From an optimization exercise on the open Yosys and OpenROAD flow, aimed at small area, a short achievable clock period and few clock cycles per item; shortcuts taken in it are not production practice.
Only simulation tests tie the RTL to the original design; equivalence was not proved.
Power is estimated from default activity; no workload was simulated.

==> flow/run.sh <==
#!/bin/bash
# synth_recipe.tcl (not shown) runs the flow's synth.tcl, then flattens the netlist and writes it again
# the make line also repeats each setting of config.mk as NAME=value (left out here)
make -C /OpenROAD-flow-scripts/flow DESIGN_CONFIG=/design/flow/config.mk WORK_HOME=/design/flow/orfs CLKGATE_MAP_FILE= SYNTH_SCRIPT=/design/flow/synth_recipe.tcl finish
==> flow/config.mk <==
export PLATFORM = sky130hd
export DESIGN_NAME = hs1_codec
export DESIGN_NICKNAME = hs1_codec
export VERILOG_FILES = /design/flow/design.v
export SDC_FILE = /design/flow/constraint.sdc
export NUM_CORES = 4
export LEC_CHECK = 0
export CAP_MARGIN = 40
export CELL_PAD_IN_SITES_DETAIL_PLACEMENT = 1
export CELL_PAD_IN_SITES_GLOBAL_PLACEMENT = 1
export CORE_MARGIN = 2
export CORE_UTILIZATION = 45
export CTS_BUF_LIST = sky130_fd_sc_hd__clkbuf_8
export PLACE_DENSITY = 0.58
export SETUP_SLACK_MARGIN = 5
export SLEW_MARGIN = 20
==> flow/constraint.sdc <==
create_clock -name core_clock -period 10.0 [get_ports {clk}]
set_input_delay 2.0000 -clock core_clock [delete_from_list [all_inputs] [get_ports {clk}]]
set_output_delay 2.0000 -clock core_clock [all_outputs]
set_load 0.01 [all_outputs]
==> flow/design.v <==
module hs1_sha1 (
    input  wire [31:0] a,
    input  wire [31:0] fu, fv, fw,
    input  wire [31:0] fp, fn, p1,
    output wire [31:0] a1,        
    output wire [31:0] a2         
);
    function [31:0] add_pp;
        input [31:0] x, y;
        reg   [31:0] g, p, t;
        integer i, s;
        begin
            g = x & y;
            p = x ^ y;
            t = p;
            for (s = 1; s < 32; s = s * 2)
                for (i = 31; i >= s; i = i - 1) begin
                    g[i] = g[i] | (t[i] & g[i-s]);
                    t[i] = t[i] & t[i-s];
                end
            add_pp = p ^ {g[30:0], 1'b0};
        end
    endfunction
    wire [31:0] ra = {a[26:0], a[31:27]};
    wire [31:0] cs = ra ^ fu;
    wire [31:0] cc = (ra & fw) | (~ra & fv);
    assign a1 = add_pp(cs, {cc[30:0], 1'b0});
    wire [31:0] f1 = (a & fp) | (~a & fn);
    wire [31:0] x1 = add_pp(f1, p1);
    assign a2 = add_pp({a1[26:0], a1[31:27]}, x1);
endmodule
module hs1_codec (
    input  wire        clk,
    input  wire        rst,
    input  wire        bus_valid,
    input  wire        bus_write,
    input  wire [11:0] bus_addr,
    input  wire [31:0] bus_wdata,
    output reg  [31:0] bus_rdata,
    output reg         bus_err,
    output wire        busy,
    output wire        irq
);
    localparam [31:0] ID_VALUE = 32'h48533101;
    localparam [3:0] OP_NOP = 4'h0, OP_CONF = 4'h1, OP_DEC = 4'h2,
                     OP_ENC = 4'h3, OP_REL  = 4'h4;
    localparam [1:0] ST_UNCONF = 2'b00, ST_KEYED = 2'b01, ST_RELEASED = 2'b10;
    localparam [3:0] E_OK = 4'd0, E_UNKNOWN_TYPE = 4'd1, E_BAD_MSG_LEN = 4'd2,
                     E_BAD_IV_LEN = 4'd3, E_BAD_PLAIN_LEN = 4'd4,
                     E_SIG_FAIL = 4'd5, E_NOT_CONF = 4'd6, E_BAD_KEY_LEN = 4'd7,
                     E_ILLEGAL = 4'd8;
    localparam [159:0] SHA1_IV = 160'h67452301_EFCDAB89_98BADCFE_10325476_C3D2E1F0;
    localparam [31:0] K1 = 32'h5A827999, K2 = 32'h6ED9EBA1,
                      K3 = 32'h8F1BBCDC, K4 = 32'hCA62C1D6;
    reg [511:0] enc_stage, int_stage;      
    reg [127:0] iv_buf;
    reg [511:0] data_in;
    reg [15:0]  ev, kv, dv;                
    reg [3:0]   vv;                        
    reg [287:0] data_out;                  
    reg         dout_v;                    
    reg [31:0]  len_r;
    reg [1:0]   state;
    reg         busy_r;
    reg [2:0]   act_type;
    reg [3:0]   err_code, last_op;
    reg [5:0]   out_len;
    reg [2:0]   int_st, int_en;
    reg [3:0]   pend_op;
    reg [2:0]   pend_type;
    wire [7:0] in_len      = len_r[7:0];
    wire [7:0] iv_len      = len_r[15:8];
    wire [7:0] enc_key_len = len_r[23:16];
    wire [7:0] int_key_len = len_r[31:24];
    assign busy = busy_r;
    reg         irq_r;                     
    assign irq  = irq_r;
    wire [11:0] off = bus_addr;
    wire aligned   = (off[1:0] == 2'b00);
    wire in_regs   = (off < 12'h018);
    wire in_keys   = (off >= 12'h100) && (off < 12'h180);
    wire in_iv     = (off >= 12'h180) && (off < 12'h190);
    wire in_din    = (off >= 12'h1C0) && (off < 12'h200);
    wire in_dout   = (off >= 12'h200) && (off < 12'h240);
    wire mapped    = aligned && (in_regs || in_keys || in_iv || in_din || in_dout);
    wire acc_wr    = bus_valid && bus_write && mapped;
    wire wr_int_st = acc_wr && (off == 12'h00C);
    wire wr_int_en = acc_wr && (off == 12'h010);
    wire wr_cmd    = acc_wr && (off == 12'h004);
    wire sreset    = wr_cmd && (bus_wdata == 32'h0000000F);
    wire gated     = acc_wr && !sreset &&
                     ((off == 12'h004) || (off == 12'h014) || in_keys || in_iv || in_din);
    wire dropped   = gated && busy_r;
    wire accept    = gated && !busy_r;
    wire buf_wr    = bus_valid && bus_write && aligned && !busy_r;
    wire wr_len    = buf_wr && (off == 12'h014);
    wire wr_enc    = buf_wr && (off[11:6] == 6'b000100);
    wire wr_int    = buf_wr && (off[11:6] == 6'b000101);
    wire wr_iv     = buf_wr && (off[11:4] == 8'h18);
    wire wr_din    = buf_wr && (off[11:6] == 6'b000111);
    wire issue     = accept && (off == 12'h004);
    wire [3:0] cw_op   = bus_wdata[3:0];
    wire [2:0] cw_type = bus_wdata[6:4];
    wire cw_valid = (bus_wdata[31:7] == 25'd0) &&
                    ((cw_op == OP_CONF) ||
                     (((cw_op == OP_NOP) || (cw_op == OP_DEC) || (cw_op == OP_ENC) ||
                       (cw_op == OP_REL)) && (cw_type == 3'd0)));
    wire [2:0]  type_field  = (state == ST_KEYED) ? act_type : 3'd0;
    wire [31:0] status_word = {8'd0, 2'b00, out_len, last_op, err_code, 1'b0, type_field,
                               state, (state == ST_KEYED), busy_r};
    wire [31:0] dout_word = (off[5:2] < 4'd9) ? data_out[287 - 32*off[5:2] -: 32] : 32'd0;
    reg [31:0] rd_val;
    always @(*) begin
        rd_val = 32'd0;
        if (off[9]) begin
            rd_val = dout_word & {32{dout_v}};
        end else if (off[8]) begin
            if (off[7:6] == 2'b11)      rd_val = data_in[511 - 32*off[5:2] -: 32] & {32{dv[off[5:2]]}};
            else if (off[7:6] == 2'b10) rd_val = iv_buf[127 - 32*off[3:2] -: 32] & {32{vv[off[3:2]]}};
        end else begin
            case (off[4:2])
                3'd0: rd_val = ID_VALUE;
                3'd2: rd_val = status_word;
                3'd3: rd_val = {29'd0, int_st};
                3'd4: rd_val = {29'd0, int_en};
                3'd5: rd_val = len_r;
                default: rd_val = 32'd0;
            endcase
        end
    end
    always @(posedge clk) begin
        bus_rdata <= rd_val;
        bus_err   <= bus_valid && !mapped;
    end
    reg [7:0] msg_len, pay_len;
    always @(*) begin
        case (act_type)
            3'd0:    begin msg_len = 8'd36; pay_len = 8'd16; end
            3'd3:    begin msg_len = 8'd32; pay_len = 8'd12; end
            default: begin msg_len = 8'd28; pay_len = 8'd8;  end
        endcase
    end
    wire ty16 = (act_type == 3'd0);
    wire ty12 = (act_type == 3'd3);
    reg  [5:0]   cnt;
    reg  [2:0]   st;
    reg          ph_setup, ph_round;           
    reg  [159:0] h0, h1, h2, h3;
    reg  [31:0]  a, b, c, d, e;
    reg  [31:0]  fu, fv, fw;
    reg  [31:0]  fp, fn;
    reg  [31:0]  p1;               
    reg  [511:0] win;              
    reg  [63:0]  nb;               
    reg  [31:0]  dg;               
    reg  [127:0] xpad;             
    reg  is_conf, is_dec;          
    reg  last, prelast;            
    reg  sw_nb;                    
    reg  sw_sch;                   
    reg  sw_d01;                   
    reg  sw_iv;                    
    reg  sw_a;                     
    reg  sw_pd;                    
    reg  [1:0] kidx;               
    wire [159:0] h_load = is_conf ? SHA1_IV : h0;    
    wire [159:0] h_cur  = is_conf ? SHA1_IV : h3;    
    function [31:0] rotl30;
        input [31:0] x;
        rotl30 = {x[1:0], x[31:2]};
    endfunction
    function [31:0] rotl1;
        input [31:0] x;
        rotl1 = {x[30:0], x[31]};
    endfunction
    function [31:0] fsel;
        input ch, maj;
        input [31:0] x, y, z;
        begin
            if (ch)       fsel = (x & y) | (~x & z);
            else if (maj) fsel = (x & y) | (x & z) | (y & z);
            else          fsel = x ^ y ^ z;
        end
    endfunction
    function [31:0] dinw;
        input [3:0] i;
        dinw = data_in[511 - 32*i -: 32] & {32{dv[i]}};
    endfunction
    function [31:0] ivw;
        input [1:0] i;
        ivw = iv_buf[127 - 32*i -: 32] & {32{vv[i]}};
    endfunction
    wire [127:0] iv_m   = {ivw(0), ivw(1), ivw(2), ivw(3)};
    wire [127:0] din_lo = {dinw(0), dinw(1), dinw(2), dinw(3)};
    wire [127:0] din_hi = {dinw(4), dinw(5), dinw(6), dinw(7)};
    wire [31:0] iv0 = is_dec ? dinw(0) : ivw(0);
    wire [31:0] iv1 = is_dec ? dinw(1) : ivw(1);
    wire [31:0] iv2 = is_dec ? dinw(2) : ivw(2);
    wire [31:0] iv3 = is_dec ? dinw(3) : ivw(3);
    wire [31:0] da = a;
    wire [31:0] db = b;
    wire [31:0] dc = c;
    wire [31:0] dd = d;
    wire [31:0] de = e;
    wire [127:0] x_src    = is_dec ? din_hi : din_lo;
    wire [127:0] xpad_new = x_src ^ {da, db, dc, dd};
    wire [127:0] plain    = is_dec ? xpad_new : din_lo;
    reg  [2:0]   pm;               
    reg  [2:0]   pst;              
    wire [63:0]  kpe  = enc_stage[511 - 64*pm -: 64] &
                        {{32{ev[{pm, 1'b0}]}}, {32{ev[{pm, 1'b1}]}}};
    wire [63:0]  kpi  = int_stage[511 - 64*pm -: 64] &
                        {{32{kv[{pm, 1'b0}]}}, {32{kv[{pm, 1'b1}]}}};
    wire [63:0]  kp   = pst[1] ? kpi : kpe;
    wire [7:0]   klen = pst[1] ? int_key_len : enc_key_len;
    reg  [63:0]  ktherm;           
    integer j;
    always @(*) begin
        for (j = 0; j < 64; j = j + 1)
            ktherm[63 - j] = (j < klen);
    end
    wire [7:0]   kbytes = ktherm[63 - 8*pm -: 8];
    reg  [63:0]  kmask;
    always @(*) begin
        for (j = 0; j < 8; j = j + 1)
            kmask[63 - 8*j -: 8] = {8{kbytes[7 - j]}};
    end
    wire [63:0]  kblk = (kp & kmask) ^ (pst[0] ? {8{8'h5C}} : {8{8'h36}});
    reg [63:0] bw;
    always @(*) begin
        bw = 64'd0;
        if (is_conf || !busy_r) begin
            bw = kblk;
        end else if (pst[0]) begin
            case (pm)
                3'd1: bw = {dc, dd};                 
                3'd2: bw = {dg, 32'h80000000};
                3'd7: bw = {32'd0, 32'd672};
                default: ;
            endcase
        end else if (!pst[1]) begin
            case (pm)
                3'd1: bw = {iv2, iv3};
                3'd2: bw = {32'h80000000, 32'd0};
                3'd7: bw = {32'd0, 32'd640};
                default: ;
            endcase
        end else if (ty16) begin
            case (pm)
                3'd1: bw = is_dec ? xpad_new[63:0] : din_lo[63:0];
                3'd2: bw = {iv0, iv1};
                3'd3: bw = {iv2, iv3};
                3'd4: bw = {32'h80000000, 32'd0};
                3'd7: bw = {32'd0, 32'd768};
                default: ;
            endcase
        end else if (ty12) begin
            case (pm)
                3'd1: bw = {is_dec ? xpad_new[63:32] : dinw(2), iv0};
                3'd2: bw = {iv1, iv2};
                3'd3: bw = {iv3, 32'h80000000};
                3'd7: bw = {32'd0, 32'd736};
                default: ;
            endcase
        end else begin
            case (pm)
                3'd1: bw = {iv0, iv1};
                3'd2: bw = {iv2, iv3};
                3'd3: bw = {32'h80000000, 32'd0};
                3'd7: bw = {32'd0, 32'd704};
                default: ;
            endcase
        end
    end
    wire [31:0] s0 = rotl1(win[13*32 +: 32] ^ win[8*32 +: 32] ^ win[2*32 +: 32] ^ win[0 +: 32]);
    wire [31:0] s1 = rotl1(win[14*32 +: 32] ^ win[9*32 +: 32] ^ win[3*32 +: 32] ^ win[1*32 +: 32]);
    wire [31:0] w0 = ({32{sw_nb}}  & nb[63:32]) | ({32{sw_sch}} & s0) |
                     ({32{sw_d01}} & dinw(0))   | ({32{sw_iv}}  & ivw(0)) |
                     ({32{sw_a}}   & da)        | ({32{sw_pd}}  & (dinw(4) ^ da));
    wire [31:0] w1 = ({32{sw_nb}}  & nb[31:0])  | ({32{sw_sch}} & s1) |
                     ({32{sw_d01}} & dinw(1))   | ({32{sw_iv}}  & ivw(1)) |
                     ({32{sw_a}}   & db)        | ({32{sw_pd}}  & (dinw(5) ^ db));
    reg [31:0] kn;
    always @(*) begin
        case (kidx)
            2'd0:    kn = K1;
            2'd1:    kn = K2;
            2'd2:    kn = K3;
            default: kn = K4;
        endcase
    end
    wire [31:0] pe0 = ph_setup ? h_load[31:0]  : c;
    wire [31:0] pe1 = ph_setup ? h_load[63:32] : rotl30(b);
    wire [31:0] p0_next = pe0 + (last ? h_cur[31:0]  : kn) + w0;
    wire [31:0] p1_next = pe1 + (last ? h_cur[63:32] : kn) + w1 +
                          (prelast ? h_cur[159:128] : 32'd0);
    wire [31:0] ffb = h_cur[127:96] + ra1;
    wire [31:0] ffc = h_cur[95:64]  + rotl30(a);
    wire [31:0] ra1, ra2;
    hs1_sha1 u_rounds (
        .a (a),
        .fu (fu), .fv (fv), .fw (fw),
        .fp (fp), .fn (fn), .p1 (p1),
        .a1 (ra1), .a2 (ra2)
    );
    wire       nx_ch  = ph_setup || (cnt < 6'd10);
    wire       nx_maj = !ph_setup && (cnt >= 6'd20) && (cnt < 6'd30);
    wire [31:0] nb_b = ph_setup ? h_load[127:96] : ra1;
    wire [31:0] nb_c = ph_setup ? h_load[95:64]  : rotl30(a);
    wire [31:0] nb_d = ph_setup ? h_load[63:32]  : rotl30(b);
    wire [31:0] fq_next = fsel(nx_ch, nx_maj, nb_b, nb_c, nb_d);
    wire [31:0] ny = rotl30(nb_b);
    wire [31:0] nz = nb_c;
    always @(posedge clk) begin
        win  <= {w1, w0, win[511:64]};
        p1   <= p1_next;
        nb   <= bw;
        fu   <= fq_next ^ p0_next;
        fv   <= fq_next & p0_next;
        fw   <= fq_next | p0_next;
        fp   <= nx_ch ? ny : nx_maj ? (ny | nz) : ~(ny ^ nz);
        fn   <= nx_ch ? nz : nx_maj ? (ny & nz) : (ny ^ nz);
        if (ph_round) begin
            a <= ra2;
            b <= last ? ffb : ra1;
            c <= last ? ffc : rotl30(a);
            d <= last ? p1_next : rotl30(b);
            e <= last ? p0_next : c;
        end else begin
            {a, b, c, d, e} <= h_load;
        end
        dg <= de;              
    end
    wire [31:0] tag_calc = da;
    reg  [31:0] tag_rx;
    reg  [287:0] dec_out, enc_out;
    always @(*) begin
        if (ty16) begin
            tag_rx  = dinw(8);
            dec_out = {xpad, 160'd0};
            enc_out = {iv_m, xpad, tag_calc};
        end else if (ty12) begin
            tag_rx  = dinw(7);
            dec_out = {xpad[127:32], 192'd0};
            enc_out = {iv_m, xpad[127:32], tag_calc, 32'd0};
        end else begin
            tag_rx  = dinw(6);
            dec_out = {xpad[127:64], 224'd0};
            enc_out = {iv_m, xpad[127:64], tag_calc, 64'd0};
        end
    end
    wire tag_equal = (tag_calc == tag_rx);
    reg       cmpl;         
    reg [3:0] cmpl_code;
    reg       go;           
    reg       clr;          
    reg       rot;          
    reg       wr_out;       
    always @(*) begin
        cmpl      = 1'b0;
        cmpl_code = E_OK;
        go        = 1'b0;
        clr       = rst || sreset;
        wr_out    = 1'b0;
        if (busy_r && ph_setup) begin
            if (st == 3'd0) begin
                case (pend_op)
                    OP_CONF: begin
                        if (pend_type > 3'd3) begin
                            cmpl = 1'b1; cmpl_code = E_UNKNOWN_TYPE;
                        end else if (enc_key_len > 8'd64 || int_key_len > 8'd64) begin
                            cmpl = 1'b1; cmpl_code = E_BAD_KEY_LEN;
                        end else go = 1'b1;
                    end
                    OP_DEC: begin
                        if (state != ST_KEYED) begin
                            cmpl = 1'b1; cmpl_code = E_NOT_CONF;
                        end else if (in_len != msg_len) begin
                            cmpl = 1'b1; cmpl_code = E_BAD_MSG_LEN;
                        end else go = 1'b1;
                    end
                    OP_ENC: begin
                        if (state != ST_KEYED) begin
                            cmpl = 1'b1; cmpl_code = E_NOT_CONF;
                        end else if (iv_len != 8'd16) begin
                            cmpl = 1'b1; cmpl_code = E_BAD_IV_LEN;
                        end else if (in_len != pay_len) begin
                            cmpl = 1'b1; cmpl_code = E_BAD_PLAIN_LEN;
                        end else go = 1'b1;
                    end
                    OP_REL: begin
                        cmpl = 1'b1;
                        clr  = 1'b1;
                    end
                    default: cmpl = 1'b1;    
                endcase
            end else if (st == 3'd4) begin
                cmpl = 1'b1;
                if (is_conf) begin
                end else if (is_dec) begin
                    if (tag_equal) wr_out = 1'b1;
                    else cmpl_code = E_SIG_FAIL;
                end else begin
                    wr_out = 1'b1;
                end
            end
        end
        rot = busy_r && ph_setup &&
              (is_conf ? (st != 3'd0) : (st == 3'd0 ? go : (st != 3'd4)));
    end
    always @(posedge clk) begin
        if (rot) begin
            h0 <= h1;
            h1 <= h2;
            h2 <= h3;
            h3 <= is_conf ? {da, db, dc, dd, de} : h0;
        end
        if (busy_r && ph_setup && st == 3'd2)
            xpad <= xpad_new;
        if (wr_out)
            data_out <= is_dec ? dec_out : enc_out;
    end
    wire [15:0] wsel = 16'd1 << off[5:2];
    genvar gi;
    generate
        for (gi = 0; gi < 16; gi = gi + 1) begin : g_wr
            always @(posedge clk) begin
                if (wr_enc && wsel[gi]) enc_stage[511 - 32*gi -: 32] <= bus_wdata;
                if (wr_int && wsel[gi]) int_stage[511 - 32*gi -: 32] <= bus_wdata;
                if (wr_din && wsel[gi]) data_in[511 - 32*gi -: 32]   <= bus_wdata;
            end
        end
        for (gi = 0; gi < 4; gi = gi + 1) begin : g_wr_iv
            always @(posedge clk) begin
                if (wr_iv && wsel[gi]) iv_buf[127 - 32*gi -: 32] <= bus_wdata;
            end
        end
    endgenerate
    always @(posedge clk) begin
        if (clr) begin
            ev    <= 16'd0;
            kv    <= 16'd0;
            dv    <= 16'd0;
            vv    <= 4'd0;
            len_r <= 32'd0;
        end else begin
            if (wr_enc) ev <= ev | wsel;
            if (wr_int) kv <= kv | wsel;
            if (wr_din) dv <= dv | wsel;
            if (wr_iv)  vv <= vv | wsel[3:0];
            if (wr_len) len_r <= bus_wdata;
        end
    end
    wire [2:0] int_st_n = (int_st & ~(wr_int_st ? bus_wdata[2:0] : 3'd0))
                          | {dropped,
                             (cmpl && (cmpl_code != E_OK)) || (issue && !cw_valid),
                             cmpl || (issue && !cw_valid)};
    wire [2:0] int_en_n = wr_int_en ? bus_wdata[2:0] : int_en;
    always @(posedge clk) begin
        if (rst || sreset)
            irq_r <= 1'b0;
        else
            irq_r <= |(int_st_n & int_en_n);
    end
    always @(posedge clk) begin
        if (rst || sreset) begin
            dout_v    <= 1'b0;
            state     <= ST_UNCONF;
            busy_r    <= 1'b0;
            act_type  <= 3'd0;
            err_code  <= 4'd0;
            last_op   <= 4'd0;
            out_len   <= 6'd0;
            int_st    <= 3'd0;
            int_en    <= 3'd0;
        end else begin
            int_en <= int_en_n;
            if (issue) begin
                last_op <= cw_op;
                if (cw_valid) begin
                    pend_op   <= cw_op;
                    pend_type <= cw_type;
                    is_conf   <= (cw_op == OP_CONF);
                    is_dec    <= (cw_op == OP_DEC);
                    busy_r    <= 1'b1;
                end
            end
            if (busy_r && ph_setup && st == 3'd0 && pend_op == OP_REL) begin
                dout_v   <= 1'b0;
                out_len  <= 6'd0;
                act_type <= 3'd0;
                state    <= ST_RELEASED;
            end
            if (busy_r && ph_setup && st == 3'd4 && is_conf) begin
                act_type <= pend_type;
                state    <= ST_KEYED;
            end
            if (wr_out) begin
                dout_v  <= 1'b1;
                out_len <= is_dec ? pay_len[5:0] : msg_len[5:0];
            end
            if (cmpl) begin
                err_code <= cmpl_code;
                busy_r   <= 1'b0;
            end
            if (issue && !cw_valid)
                err_code <= E_ILLEGAL;
            int_st <= int_st_n;
        end
    end
    always @(posedge clk) begin
        last    <= 1'b0;
        prelast <= 1'b0;
        sw_nb   <= 1'b0;
        sw_sch  <= 1'b0;
        sw_d01  <= 1'b0;
        sw_iv   <= 1'b0;
        sw_a    <= 1'b0;
        sw_pd   <= 1'b0;
        kidx    <= 2'd0;
        if (!busy_r || cmpl) begin
            cnt      <= 6'd0;
            st       <= 3'd0;
            pm       <= (issue && cw_valid) ? 3'd1 : 3'd0;
            pst      <= 3'd0;
            ph_setup <= 1'b1;
            ph_round <= 1'b0;
            sw_nb    <= (cw_op == OP_CONF);
            sw_d01   <= (cw_op == OP_DEC);
            sw_iv    <= (cw_op == OP_ENC);
        end else if (ph_setup) begin
            cnt      <= 6'd1;
            ph_setup <= 1'b0;
            ph_round <= 1'b1;
            sw_nb    <= 1'b1;
            pm       <= 3'd2;
        end else if (last) begin
            cnt      <= 6'd0;
            st       <= st + 3'd1;
            ph_setup <= 1'b1;
            ph_round <= 1'b0;
            pm       <= 3'd1;
            sw_nb    <= is_conf;
            sw_a     <= !is_conf && !st[0];
            sw_pd    <= !is_conf && st[0] && !st[1] && is_dec;
            sw_d01   <= !is_conf && st[0] && !st[1] && !is_dec;
        end else begin
            cnt     <= cnt + 6'd1;
            last    <= (cnt == 6'd39);
            pm      <= (cnt == 6'd39) ? 3'd0 : (cnt[2:0] + 3'd2);
            if (cnt == 6'd39) pst <= st + 3'd1;
            prelast <= (cnt == 6'd38);
            sw_nb   <= (cnt < 6'd7);
            sw_sch  <= (cnt >= 6'd7) && (cnt < 6'd39);
            kidx    <= (cnt < 6'd9) ? 2'd0 : (cnt < 6'd19) ? 2'd1 : (cnt < 6'd29) ? 2'd2 : 2'd3;
        end
    end
endmodule
==> notes.md, run 1 <==
- Outcome: timing/DRC/antenna clean
- Leak pwr: 70.6 nW
- Async SR Flop Fraction: 0%
- Post-synthesis sequential area ratio: 61.5%
- Critical path required time: 11.17 ns
- RD Place Congestion: 0.990
- Clock sink count: 3856
- Share of cells above drive strength 1: 20.7%
- GRT Util Overall: 42.3%
- Slowest CP cell: fa_1
- Buffers on Ports: 82
- Residual DRC: 0
- Die Wd: 618 um
- Final Critical Period: 5.76 ns
- Pin count of the biggest net entering global routing: 142
- Final ANT Viol Nets: 0
- Initial DRT Pass Iterations: 10
- IR Drop Worst-Case VDD: 0.190 mV
- Ports: 83
- Core ar.: 376000 um^2
- Setup violators final: 0
- Final period util: 57.6%
- Mapped Area: 170000 um^2
- Synth cell count leaders: edfxtp_1 (2729), nand2_1 (1133), dfxtp_1 (1127)
- Max Cap Viol: 0
- Synth Area per Inst: 12.7 um^2
- EDFF count, synth: 2729
- Number of global-route vias before repair: 128000
- Vias post-DR: 132000
- Fin Clk Skew: 0.0736 ns
- Hold Slack: 0.297 ns
- RSZ-0062 raised after global routing: true
- CP peak stage delay: 0.53 ns
- Die Area: 382000 um^2
- Chip Height: 618 um
- Clk slew on worst S/H paths: 0.06 ns
- Yosys warns: 2
- Initial core utilization: 45.2%
- Starting DRT DRC Count: 20600
- Nets: 14600
- Skew-Pair Late Insertion Delay: 1.32 ns
- Synth unique cells: 105
- Hold Crit Class: reg -> reg
- Slew @ Worst Pin: 1.23 ns
- Synth top area cells: edfxtp_1 (48%), dfxtp_1 (13%), mux4_2 (4.0%), ha_1 (2.7%), nand2_1 (2.5%)
- Row count: 225
- PD cells: 168 nW/um^2
- Initial antenna violation count: 117
- Clock Tree Root: clkbuf_8
- Count leader, synth: edfxtp_1
- Seq cells post-synth: 3856
- Final TNS setup: 0 ns
- Post-Syn Nets: 13900
- Synth area leader: edfxtp_1
- Crit Path Max Fanout: 5
- Cells after Synth: 13300
- Hold-fix buffers at CTS: 0
- First-pass GRT wire length: 1100000 um
- Area grow syn2layout: 17.8%
- Yosys top cell area share: 48.3%
- Routed WL: 831000 um
- WL/cell: 42.1 um
- Most common cell on crit path: buf_6
- Critical Path End Type: flop
- CTS Buffer Depth: 4
- Final Max Slew Viols: 0
- Htree depth: 6
- Total CTS buffers: 666
- Slew headroom: 17.7%
- Max Fclk: 174 MHz
- Critical path class: reg -> reg
- Worst EP arrival: 6.94 ns
- Main synth FF type: edfxtp_1
- DR vias/cell: 6.71
- Post-DP HPWL: 545000 um
- CTS tree: built
- Final hold violation count: 0
- GR Overflow Total: 0
- Setup crit start kind: flop
final cells by class:
cell class | count | area [um^2]
Sequential cell | 3856 | 105000
Inverter | 426 | 1650
Timing Repair inverter | 1 | 8.76
Antenna cell | 102 | 255
Tap cell | 4994 | 6250
Clock inverter | 464 | 2810
Timing Repair Buffer | 938 | 9590
Fill cell | 37400 | 175000
Clock buffer | 760 | 10500
Multi-Input combinational cell | 8170 | 64500
power breakdown:
group	internal (mW)	leakage [nW]	total (mW)	switching, mW
Combinational	0.645	29.6	1.92	1.28
Sequential	17.0	33.2	17.1	0.0271
Clock	7.61	7.70	14.7	7.06
layout by cell type, fill, tap and decap left out, types with 354 or more instances in the layout:
| cell type | Yosys | layout |
|---|---|---|
| o21ai_0 | 796 | 734 |
| xnor2_1 | 401 | 354 |
| dfxtp_1 | 1127 | 1102 |
| nand2_1 | 1133 | 1111 |
| clkbuf_8 | 0 | 760 |
| a21oi_1 | 758 | 690 |
| edfxtp_1 | 2729 | 2729 |
| a22oi_1 | 433 | 424 |
| buf_4 | 4 | 603 |
| inv_1 | 420 | 638 |
| nor2_1 | 717 | 632 |
worst max-delay path: cells and delay by family, from the launching register on:
family,cells,cell delay [ns]
flip-flops,1,0.38
AO/OA/AOI/OAI,8,1.75
buffers and inverters,8,1.09
AND/OR/NAND/NOR,6,1.07
adder cells (fa/ha/maj),3,1.35
stage by stage:
| step | total power, mW | cell area (um^2) | std cells | setup WS [ns] | utilization [%] |
|---|---|---|---|---|---|
| 6_report | 33.7 | 200000 | 19700 | 4.24 | 53.3 |
| 5_1_grt | 34.4 | 200000 | 19600 | 4.09 | 53.2 |
| 4_1_cts | 33.5 | 197000 | 19500 | 4.37 | 52.3 |
| 3_5_place_dp | 19.0 | 179000 | 18100 | 2.43 | 47.8 |
| 3_3_place_gp | 18.9 | 178000 | 18000 | 2.48 | 47.4 |
| 2_1_floorplan | 18.2 | 170000 | 13300 | -3.14 | - |
state kept, by name, summed over array words and instances, names as in the netlist, 64 cells and up:
name and flops:
enc_stage 512, win 512, data_in 512, int_stage 512, h1 160, h0 160, h2 160, h3 160
xpad 128, iv_buf 128, data_out 288, nb 64
final timing paths:
check                 from  slack (ns)  depth (start not counted)       end
setup reg to reg    sw_d01        4.24                         25     d[30]
setup / recovery    sw_d01        4.24                         25     d[30]
hold / removal    win[496]        0.30                          0  win[432]
hold reg to reg   win[496]        0.30                          0  win[432]
repair_timing:
action | 4_1_cts | 5_1_grt
setup buffers | 137 | 114
gates resized for setup | 548 | 402
cloned | 12 | 7
pin swaps | 116 | 243
endpoints found under the setup margin | 666 | 641
logic make-up after synthesis:
| group | count (synthesis) | share of synthesized area, % |
|---|---|---|
| simple gates | 2771 | 7.37 |
| mux | 845 | 7.37 |
| fa+ha+maj | 499 | 4.25 |
| flops | 3856 | 61.5 |
| xor+xnor | 654 | 3.38 |
| buf+inv | 1301 | 2.96 |
| compound gates | 3399 | 13.1 |
per-layer routing:
metal	part of all wire [%]	vias to the layer above	global-route usage, %
met4	8.5	34	30.0
li1	-	51600	-
met2	40	10000	57.1
met1	39	68100	56.3
met3	13	2565	14.8
met5	0.044	-	0.152
Testbench counts, summed over its fixed seeds: cycles 35,851, items 192.
==> run 2, diff against run 1 <==
--- a/flow/config.mk
+++ b/flow/config.mk
@@ -10,7 +10,7 @@
 export CELL_PAD_IN_SITES_GLOBAL_PLACEMENT = 1
 export CORE_MARGIN = 2
-export CORE_UTILIZATION = 45
+export CORE_UTILIZATION = 48
 export CTS_BUF_LIST = sky130_fd_sc_hd__clkbuf_8
-export PLACE_DENSITY = 0.58
+export PLACE_DENSITY = 0.62
 export SETUP_SLACK_MARGIN = 5
 export SLEW_MARGIN = 20
==> notes.md, run 2 <==
- Seq cells post-synth: 3856
- Simple-gate share of the synthesized area: 7.37%
- Number of global-route vias before repair: 129000
- Synth cell count leaders: edfxtp_1 (2729), nand2_1 (1133), dfxtp_1 (1127)
- Routed WL: 816000 um
- Delay-heaviest family, CP: compound AO/OA/AOI/OAI gates
- CTS tree: built
- IR Drop Worst-Case VDD: 0.148 mV
- CP peak stage delay: 0.59 ns
- Vias post-DR: 132000
- Post-synthesis mux area share: 7.37%
- Residual DRC: 0
- Yosys top cell area share: 48.3%
- Buffers on Ports: 82
- R2r endpoint: a[27]
- Main synth FF type: edfxtp_1
- Async SR Flop Fraction: 0%
- DR vias/cell: 6.82
- Critical Path End Type: flop
- Fin Clk Skew: 0.106 ns
- Final instance area: 200000 um^2
- Post-DP HPWL: 533000 um
- Synth area leader: edfxtp_1
- CTS Buffer Depth: 4
- Final period util: 56.4%
- Post-Synth Adder-Cell Area: 4.25%
- Die Wd: 599 um
- Finished Layout Cells: 19400
- Worst EP arrival: 6.75 ns
- Critical path required time: 11.11 ns
- Htree depth: 6
- Overall power: 33.3 mW
- Max Fclk: 177 MHz
- Mapped Area: 170000 um^2
- Total CTS buffers: 660
- Post-placement cell count: 17800
- EDFF count, synth: 2729
- Final hold violation count: 0
- Pin count of the biggest net entering global routing: 149
- Cell Chain, Critical Path: buf_12 > mux2_2 > ha_1 > a21o_1 > a21oi_2 > nand2b_4 > a21oi_1 > a21boi_0 > xnor2_1 > ha_1 > a21oi_1 > o21ai_0 > a21oi_1 > o21ai_2 > nor3b_4 > a211oi_2 > o21a_1 > or3_1 > nand3_2 > o21ai_4
- Placed inst area: 179000 um^2
- Max Cap Viol: 0
- Yosys warns: 2
- Final TNS setup: 0 ns
- Clock sink count: 3856
- Crit path capture: a[27]
- Post-Syn Nets: 13900
- Count leader, synth: edfxtp_1
- Hold Slack: 0.309 ns
- Worst Reg2Reg Path Length in Cells: 20
- Post-synthesis sequential area ratio: 61.5%
- Bufs and invs on worst path: 1
- Most common cell on crit path: a21oi_1
- GR Overflow Total: 0
- WL/cell: 42.0 um
- Skew-Pair Late Insertion Delay: 1.32 ns
- Final Util: 56.7%
- Row count: 218
- Critical path class: reg -> reg
- Crit Path Max Fanout: 13
- Final Critical Period: 5.64 ns
- Initial antenna violation count: 86
- Initial core utilization: 48.2%
- RD Place Congestion: 1.04
- Clk slew on worst S/H paths: 0.06 ns
- Share of cells above drive strength 1: 20.5%
- Commonest non-fill, non-tap cell in the layout: edfxtp_1
- Clock Tree Root: clkbuf_8
- Starting DRT DRC Count: 21900
- Worst path depth: 20
- Hold Crit Class: reg -> reg
- Layout filler cell count: 34700
- Chip Height: 599 um
- Setup ws final: 4.36 ns
- Synth unique cells: 105
- Fraction of the mapped netlist area in compound gates: 13.1%
- First-pass GRT wire length: 1090000 um
- Synth top area cells: edfxtp_1 (48%), dfxtp_1 (13%), mux4_2 (4.0%), ha_1 (2.7%), nand2_1 (2.5%)
- Setup crit start kind: flop
- Slowest CP cell: xnor2_1
- Final ANT Viol Nets: 0
- Commonest cells after routing, fill and taps aside: edfxtp_1 (2729), nand2_1 (1113), dfxtp_1 (1089), clkbuf_8 (744), o21ai_0 (742)
- Core ar.: 352000 um^2
- Outcome: timing/DRC/antenna clean
- Launch point of the critical path: a[2]
- Slew headroom: 25.2%
- PD cells: 167 nW/um^2
- Nets: 14600
- Hold-fix buffers at CTS: 0
- XOR/XNOR Fraction of Synth Area: 3.38%
- R2R setup slack: 4.36 ns
- RSZ-0062 raised after global routing: true
- Setup violators final: 0
- Final Max Slew Viols: 0
- Area grow syn2layout: 17.6%
- Initial DRT Pass Iterations: 9
- Synth Area per Inst: 12.7 um^2
- Die Area: 359000 um^2
- Leak pwr: 70.8 nW
- Largest family of logic cells by synthesized area: compound AO/OA/AOI/OAI gates
- Ports: 83
- Reg2reg start: a[2]
- GRT Util Overall: 44.5%
- Cells after Synth: 13300
- Slew @ Worst Pin: 1.12 ns
- Pre-CTS WS: 2.46 ns
-- run 2: cell counts after synthesis --
No cell type changed its count.
-- run 2: where the power goes --
group	internal [mW]	switching (mW)	leakage (nW)	total, mW
clock network	7.27	7.07	7.65	14.3
registers	17.0	0.0269	33.2	17.1
logic	0.640	1.25	29.9	1.89
total	25.0	8.35	70.8	33.3
-- run 2: worst register-to-register path, delay by kind of cell, from the launching register on --
kind | cells | cell delay, ns
AOI/OAI and AO/OA | 11 | 2.24
buffers and inverters | 1 | 0.20
and+or+nand+nor | 4 | 0.90
adders and majority gates | 2 | 0.82
DFF | 1 | 0.38
xor gates and xnor gates | 1 | 0.59
muxes | 1 | 0.36
-- run 2: cell type report --
cell class | count | area (um^2) | area share [%]
antenna | 75 | 188 | 0.0940
timing repair inverter | 1 | 8.76 | 0.00439
clock inverter | 472 | 2770 | 1.39
clock buffer | 744 | 10200 | 5.13
inverter | 426 | 1640 | 0.823
timing repair buffer | 963 | 9940 | 4.98
multi-input combinational | 8170 | 64400 | 32.3
tap | 4730 | 5920 | 2.96
sequential | 3856 | 105000 | 52.4
-- run 2: kinds of logic (layout without fill, tap and decap cells) --
kind of cell / Yosys count / count (layout)
AO/OA/AOI/OAI: 3399 / 3399
XOR/XNOR: 654 / 654
AND/OR/NAND/NOR: 2771 / 2773
buffers and inverters: 1301 / 2606
other: 0 / 75
multiplexers: 845 / 845
flip-flops: 3856 / 3856
adder cells (fa/ha/maj): 499 / 499
-- run 2: how the worst min path moves through the flow --
stage | from | endpoint | slack (ns) | cells past startpoint
after floorplan | win[164] | win[100] | 0.31 | 0
after global placement | win[378] | win[314] | 0.31 | 0
after detailed placement | win[144] | win[80] | 0.31 | 0
after CTS | win[222] | win[158] | 0.29 | 0
after global routing | win[222] | win[158] | 0.31 | 0
final | win[222] | win[158] | 0.31 | 0
-- run 2: what timing repair did --
action | 4_1_cts | 5_1_grt
cloned | 20 | 4
pin swaps | 186 | 161
setup endpoints to repair | 822 | 625
buffers inserted | 214 | 84
resized for setup | 649 | 280
-- run 2: per-layer routing --
metal  up-vias  wire, um  track usage (%)  part of all wire (%)
met5         -      1290             1.31                  0.16
met4        38     70100             30.7                   8.6
met3      2698    117000             17.9                    14
met2     10300    320000             59.3                    39
met1     67800    308000             58.8                    38
li1      51600         -                -                     -

## port drivers added, routing unchanged
The flow's constraints put no driver on any port. The routed layouts listed below were extracted and timed again, unchanged, in two steps. Step 1 (the two cells are an assumption about what drives the block):
set clk [get_ports {clk}]
set_driving_cell -lib_cell sky130_fd_sc_hd__clkbuf_16 $clk
set_driving_cell -lib_cell sky130_fd_sc_hd__buf_2 [delete_from_list [all_inputs] $clk]
Step 2 times the ports against the registers' clock, not the clock port: input delays grow and output delays shrink by t, the midpoint of the rising clock arrivals with the driver on. Slacks: ideal / step 1 / step 2; pairs: ideal / step 1.
| run | t, ns | setup WS [ns] | worst setup path at the end | worst register clock-pin slew, ns |
|---|---|---|---|---|
| run 1 | 1.417 | 4.239 / 4.239 / 3.364 | input to register | 0.07 / 0.07 |
| run 2 | 1.384 | 4.364 / 4.364 / 3.439 | input to register | 0.07 / 0.07 |
After both steps setup and hold are still met in every run listed. The setup slack of run 2, which loses most, moves by 0.000 ns with the drivers and by -0.925 ns with both steps.
